From an optimization exercise on the open Yosys and OpenROAD flow, aimed at small area, a short achievable clock period and few clock cycles; shortcuts taken in it are not production practice.
Only simulation tests tie the RTL to the original design; equivalence was not proved.
Power and IR drop assume default switching activity.

==> inputs of trial 64 <==
## fbd_seq
module fbd_seq (
    input  wire        clk,
    input  wire        rst,
    input  wire        cmd_valid,
    input  wire [1:0]  cmd_op,         
    output wire        cmd_ready,
    input  wire [31:0] sample_rate,    
    input  wire        max_loop_en,
    input  wire [15:0] max_loop,
    output wire        playing,
    output wire        mem_req,
    output wire [15:0] mem_addr,
    input  wire        mem_gnt,
    input  wire        mem_rvalid,
    input  wire [7:0]  mem_rdata,
    output wire        ev_valid,
    output wire [2:0]  ev_kind,        
    output wire [1:0]  ev_ch,
    output wire [11:0] ev_data
);
export LEC_CHECK = 0
export CAP_MARGIN = 20
export CORE_MARGIN = 2
export CORE_UTILIZATION = 40
export PLACE_DENSITY = 0.6
export SETUP_SLACK_MARGIN = 5
export SLEW_MARGIN = 20
create_clock -name core_clock -period 10.0 [get_ports {clk}]
standard.sh (not shown) runs the stock make flow with config.mk's settings and CLKGATE_MAP_FILE= SYNTH_SCRIPT=/design/flow/synth_recipe.tcl, a recipe that flattens the netlist after the stock synthesis.
==> flow/flow/run.sh <==
#!/bin/bash
set -euo pipefail
bash standard.sh SETUP_SLACK_MARGIN=6.0 finish > standard_flow.log 2>&1
==> trial 63: changes against trial 64 <==
--- a/flow/design.v
+++ b/flow/design.v
@@ -243,23 +243,18 @@
     wire [15:0] lf1_eff  = lneg1 ? leff1 - ldisp1 : leff1 + ldisp1;
     reg         nx_fire;
     wire [15:0] nx_eff = B[15:0];
     wire signed [17:0] tone_sum = $signed({A[16], A}) + $signed({B[16], B});
     wire signed [17:0] tone_shr = tone_sum >>> oct0;
     wire [11:0] tone_out = (tone_shr < 18'sd1)    ? 12'd1 :
                            (tone_shr > 18'sd4095) ? 12'd4095 : tone_shr[11:0];
     wire [8:0] att_sum  = {1'b0, ecur1} + {1'b0, ear1};
-    wire [8:0] e_dd     = {1'b0, ecur1} - {1'b0, edr1};
-    wire [8:0] e_ds     = {1'b0, ecur1} - {1'b0, esr1};
-    wire [8:0] e_dr     = {1'b0, ecur1} - {1'b0, err1};
-    wire [7:0] e_subd   = e_dd[8] ? 8'd0 : e_dd[7:0];
-    wire [7:0] e_sub    = (eph1 == PH_DECAY)   ? e_subd :
-                          (eph1 == PH_SUSTAIN) ? (e_ds[8] ? 8'd0 : e_ds[7:0]) :
-                                                 (e_dr[8] ? 8'd0 : e_dr[7:0]);
+    wire [7:0] e_rate   = (eph1 == PH_DECAY) ? edr1 : (eph1 == PH_SUSTAIN) ? esr1 : err1;
+    wire [7:0] e_sub    = (ecur1 > e_rate) ? ecur1 - e_rate : 8'd0;
     reg  [7:0] env_cur;
     reg  [1:0] env_ph;
     reg  [7:0] nx_cur;
     reg  [1:0] nx_ph;
     always @(*) begin
         env_cur = e_sub;
         env_ph  = eph1;
         case (eph1)
@@ -267,29 +262,29 @@
                 if (att_sum[8]) begin
                     env_cur = 8'd255;
                     env_ph  = PH_DECAY;
                 end else begin
                     env_cur = att_sum[7:0];
                 end
             end
             PH_DECAY: begin
-                if (e_subd < esl1) begin
+                if (e_sub < esl1) begin
                     env_cur = esl1;
                     env_ph  = PH_SUSTAIN;
                 end
             end
             default: ;
         endcase
     end
     wire        lf_fire = nx_fire;
     wire        lf_flip = (ldcnt0 <= 8'd1);
-    wire [11:0] vol_pnx  = nx_cur * vol0;
-    wire [11:0] vol_pcur = ecur0 * vol0;
-    wire [3:0]  vol_out  = (state == S_TCH || state == S_IDLE) ? vol_pnx[11:8] : vol_pcur[11:8];
+    wire [7:0]  vol_in   = (state == S_TCH || state == S_IDLE) ? nx_cur : ecur0;
+    wire [11:0] vol_prod = vol_in * vol0;
+    wire [3:0]  vol_out  = vol_prod[11:8];
     wire        sr_ok    = (sample_rate >= 32'd60) && (sample_rate <= 32'd42949672);
     wire [13:0] div_tr   = {rr, W[31]};
     wire        div_ge   = (div_tr >= 14'd5994);
     wire [13:0] er_sum   = er + {1'b0, rr};
     wire        lp_hit   = pres0 && (lpc0 >= ml);
     wire        granted  = req_r & mem_gnt;
     wire        arrive   = mem_rvalid & ~drop_r;
     wire        hv       = (fn != 2'd0);
==> flow/run.sh (new file) <==
#!/bin/bash
# synth_recipe.tcl (not shown) runs the flow's synth.tcl, then flattens the netlist and writes it again
# the make line also repeats each setting of config.mk as NAME=value (left out here)
make -C /OpenROAD-flow-scripts/flow DESIGN_CONFIG=/design/flow/config.mk WORK_HOME=/design/flow/orfs CLKGATE_MAP_FILE= SYNTH_SCRIPT=/design/flow/synth_recipe.tcl finish
removed: flow/flow/run.sh
removed: flow/standard.sh
==> build 90: changes against trial 64 <==
--- a/flow/design.v
+++ b/flow/design.v
@@ -243,23 +243,18 @@
     wire [15:0] lf1_eff  = lneg1 ? leff1 - ldisp1 : leff1 + ldisp1;
     reg         nx_fire;
     wire [15:0] nx_eff = B[15:0];
     wire signed [17:0] tone_sum = $signed({A[16], A}) + $signed({B[16], B});
     wire signed [17:0] tone_shr = tone_sum >>> oct0;
     wire [11:0] tone_out = (tone_shr < 18'sd1)    ? 12'd1 :
                            (tone_shr > 18'sd4095) ? 12'd4095 : tone_shr[11:0];
     wire [8:0] att_sum  = {1'b0, ecur1} + {1'b0, ear1};
-    wire [8:0] e_dd     = {1'b0, ecur1} - {1'b0, edr1};
-    wire [8:0] e_ds     = {1'b0, ecur1} - {1'b0, esr1};
-    wire [8:0] e_dr     = {1'b0, ecur1} - {1'b0, err1};
-    wire [7:0] e_subd   = e_dd[8] ? 8'd0 : e_dd[7:0];
-    wire [7:0] e_sub    = (eph1 == PH_DECAY)   ? e_subd :
-                          (eph1 == PH_SUSTAIN) ? (e_ds[8] ? 8'd0 : e_ds[7:0]) :
-                                                 (e_dr[8] ? 8'd0 : e_dr[7:0]);
+    wire [7:0] e_rate   = (eph1 == PH_DECAY) ? edr1 : (eph1 == PH_SUSTAIN) ? esr1 : err1;
+    wire [7:0] e_sub    = (ecur1 > e_rate) ? ecur1 - e_rate : 8'd0;
     reg  [7:0] env_cur;
     reg  [1:0] env_ph;
     reg  [7:0] nx_cur;
     reg  [1:0] nx_ph;
     always @(*) begin
         env_cur = e_sub;
         env_ph  = eph1;
         case (eph1)
@@ -267,29 +262,29 @@
                 if (att_sum[8]) begin
                     env_cur = 8'd255;
                     env_ph  = PH_DECAY;
                 end else begin
                     env_cur = att_sum[7:0];
                 end
             end
             PH_DECAY: begin
-                if (e_subd < esl1) begin
+                if (e_sub < esl1) begin
                     env_cur = esl1;
                     env_ph  = PH_SUSTAIN;
                 end
             end
             default: ;
         endcase
     end
     wire        lf_fire = nx_fire;
     wire        lf_flip = (ldcnt0 <= 8'd1);
-    wire [11:0] vol_pnx  = nx_cur * vol0;
-    wire [11:0] vol_pcur = ecur0 * vol0;
-    wire [3:0]  vol_out  = (state == S_TCH || state == S_IDLE) ? vol_pnx[11:8] : vol_pcur[11:8];
+    wire [7:0]  vol_in   = (state == S_TCH || state == S_IDLE) ? nx_cur : ecur0;
+    wire [11:0] vol_prod = vol_in * vol0;
+    wire [3:0]  vol_out  = vol_prod[11:8];
     wire        sr_ok    = (sample_rate >= 32'd60) && (sample_rate <= 32'd42949672);
     wire [13:0] div_tr   = {rr, W[31]};
     wire        div_ge   = (div_tr >= 14'd5994);
     wire [13:0] er_sum   = er + {1'b0, rr};
     wire        lp_hit   = pres0 && (lpc0 >= ml);
     wire        granted  = req_r & mem_gnt;
     wire        arrive   = mem_rvalid & ~drop_r;
     wire        hv       = (fn != 2'd0);
==> flow/flow/run.sh (replaced) <==
#!/bin/bash
set -euo pipefail
bash standard.sh SETUP_SLACK_MARGIN=5.8 finish > standard_flow.log 2>&1
==> build 24: changes against trial 64 <==
--- a/flow/design.v
+++ b/flow/design.v
@@ -243,23 +243,18 @@
     wire [15:0] lf1_eff  = lneg1 ? leff1 - ldisp1 : leff1 + ldisp1;
     reg         nx_fire;
     wire [15:0] nx_eff = B[15:0];
     wire signed [17:0] tone_sum = $signed({A[16], A}) + $signed({B[16], B});
     wire signed [17:0] tone_shr = tone_sum >>> oct0;
     wire [11:0] tone_out = (tone_shr < 18'sd1)    ? 12'd1 :
                            (tone_shr > 18'sd4095) ? 12'd4095 : tone_shr[11:0];
     wire [8:0] att_sum  = {1'b0, ecur1} + {1'b0, ear1};
-    wire [8:0] e_dd     = {1'b0, ecur1} - {1'b0, edr1};
-    wire [8:0] e_ds     = {1'b0, ecur1} - {1'b0, esr1};
-    wire [8:0] e_dr     = {1'b0, ecur1} - {1'b0, err1};
-    wire [7:0] e_subd   = e_dd[8] ? 8'd0 : e_dd[7:0];
-    wire [7:0] e_sub    = (eph1 == PH_DECAY)   ? e_subd :
-                          (eph1 == PH_SUSTAIN) ? (e_ds[8] ? 8'd0 : e_ds[7:0]) :
-                                                 (e_dr[8] ? 8'd0 : e_dr[7:0]);
+    wire [7:0] e_rate   = (eph1 == PH_DECAY) ? edr1 : (eph1 == PH_SUSTAIN) ? esr1 : err1;
+    wire [7:0] e_sub    = (ecur1 > e_rate) ? ecur1 - e_rate : 8'd0;
     reg  [7:0] env_cur;
     reg  [1:0] env_ph;
     reg  [7:0] nx_cur;
     reg  [1:0] nx_ph;
     always @(*) begin
         env_cur = e_sub;
         env_ph  = eph1;
         case (eph1)
@@ -267,29 +262,29 @@
                 if (att_sum[8]) begin
                     env_cur = 8'd255;
                     env_ph  = PH_DECAY;
                 end else begin
                     env_cur = att_sum[7:0];
                 end
             end
             PH_DECAY: begin
-                if (e_subd < esl1) begin
+                if (e_sub < esl1) begin
                     env_cur = esl1;
                     env_ph  = PH_SUSTAIN;
                 end
             end
             default: ;
         endcase
     end
     wire        lf_fire = nx_fire;
     wire        lf_flip = (ldcnt0 <= 8'd1);
-    wire [11:0] vol_pnx  = nx_cur * vol0;
-    wire [11:0] vol_pcur = ecur0 * vol0;
-    wire [3:0]  vol_out  = (state == S_TCH || state == S_IDLE) ? vol_pnx[11:8] : vol_pcur[11:8];
+    wire [7:0]  vol_in   = (state == S_TCH || state == S_IDLE) ? nx_cur : ecur0;
+    wire [11:0] vol_prod = vol_in * vol0;
+    wire [3:0]  vol_out  = vol_prod[11:8];
     wire        sr_ok    = (sample_rate >= 32'd60) && (sample_rate <= 32'd42949672);
     wire [13:0] div_tr   = {rr, W[31]};
     wire        div_ge   = (div_tr >= 14'd5994);
     wire [13:0] er_sum   = er + {1'b0, rr};
     wire        lp_hit   = pres0 && (lpc0 >= ml);
     wire        granted  = req_r & mem_gnt;
     wire        arrive   = mem_rvalid & ~drop_r;
     wire        hv       = (fn != 2'd0);
==> flow/flow/run.sh (replaced) <==
#!/bin/bash
set -euo pipefail
bash standard.sh SETUP_SLACK_MARGIN=5.5 finish > standard_flow.log 2>&1
==> summary of the runs <==
The highest critical path depth belongs to build 24, the lowest to trial 63.
Register-to-register slack: trial 64 > build 90 > build 24 > trial 63.
The highest maximum frequency belongs to trial 64, the lowest to trial 63.
In build 24 the final cell count is smaller than in trial 64, by about 1%.
Build 90 passed the timing, design-rule and antenna checks. Build 24 produced a clean layout. Trial 64 completed with no timing, DRC or antenna violations. Trial 63 completed without violations.
Between trial 64 and build 90, the lower first-iteration DRC count is in trial 64 (gap about 5.6%, measured against build 90).
Between build 24 and trial 63, the lower clock-buffer cell count is in build 24 (gap 7).
Between build 24 and build 90, the lower via count is in build 24 (gap 1.6%, measured against build 90).
==> figures <==
| item | build 24 | trial 64 | build 90 | trial 63 |
|---|---|---|---|---|
| Net count of the finished layout | 8472 | 8598 | 8544 | 8420 |
| Core Region | 0.2299 mm2 | 0.2321 mm2 | 0.2299 mm2 | 0.2299 mm2 |
| Run status | no timing/DRC/antenna violations | no timing/DRC/antenna violations | no timing/DRC/antenna violations | no timing/DRC/antenna violations |
| Footprint of the multi-input gates | 0.03522 mm2 | 0.03654 mm2 | 0.03571 mm2 | 0.03447 mm2 |
| Register share of the cell area | 0.5236 | 0.5080 | 0.5157 | 0.5295 |
| DR vias | 70253 | 71010 | 71382 | 69999 |
| Worst clock skew | 81.88 ps | 97.11 ps | 79.59 ps | 82.19 ps |
| Final-layout fill cell count | 20641 | 20594 | 20557 | 20842 |
| Netlist Area Pre-Place | 0.09248 mm2 | 0.09314 mm2 | 0.09248 mm2 | 0.09248 mm2 |
| Worst supply voltage drop on vdd | 213.0 uV | 214.6 uV | 469.3 uV | 321.2 uV |
| Multiplexer area fraction after synthesis | 0.03363 | 0.02677 | 0.03363 | 0.03363 |
| Required time reported for the critical path endpoint | 10610 ps | 10810 ps | 10700 ps | 10480 ps |
| Gate count of the mapped netlist | 8110 | 8058 | 8110 | 8110 |
| Power density over cell area | 368.0 mW/mm2 | 358.1 mW/mm2 | 370.9 mW/mm2 | 364.6 mW/mm2 |
| Clock group share of total power | 0.196 | 0.205 | 0.193 | 0.207 |
Testbench counts of trial 64, summed over its fixed seeds: cycles 36,581.
Testbench counts of trial 63, summed over its fixed seeds: cycles 36,581.
Testbench counts of build 90, summed over its fixed seeds: cycles 36,581.
Testbench counts of build 24, summed over its fixed seeds: cycles 36,581.

afterwards: timing with drivers on the ports:
The flow's constraints put no driver on any port. The routed layouts listed below were extracted and timed again, unchanged, in two steps. Step 1: set_driving_cell puts a clkbuf_16 on clk and a buf_2 on each other input, an assumption about the parent block. Step 2, shift: input delay + t, output delay - t, t = (earliest + latest rising clock arrival at the registers) / 2. This alone moves slack from input paths to output paths. Three values: ideal ports, drivers, drivers and shift; two values: the first two.
run | shift t [ns] | slack for setup (ns) | hold slack, ns
trial 64 | 0.954 | 5.743 / 5.743 / 4.911 | 0.369 / 0.369 / 0.369
trial 63 | 0.956 | 5.050 / 5.050 / 4.257 | 0.397 / 0.397 / 0.397
build 90 | 0.956 | 5.428 / 5.428 / 4.779 | 0.370 / 0.370 / 0.370
build 24 | 0.978 | 5.355 / 5.355 / 4.576 | 0.381 / 0.381 / 0.381
After both steps every run listed still meets setup and hold. For trial 64, which loses most, drivers alone change the setup slack by 0.000 ns; drivers and shift together by -0.832 ns.
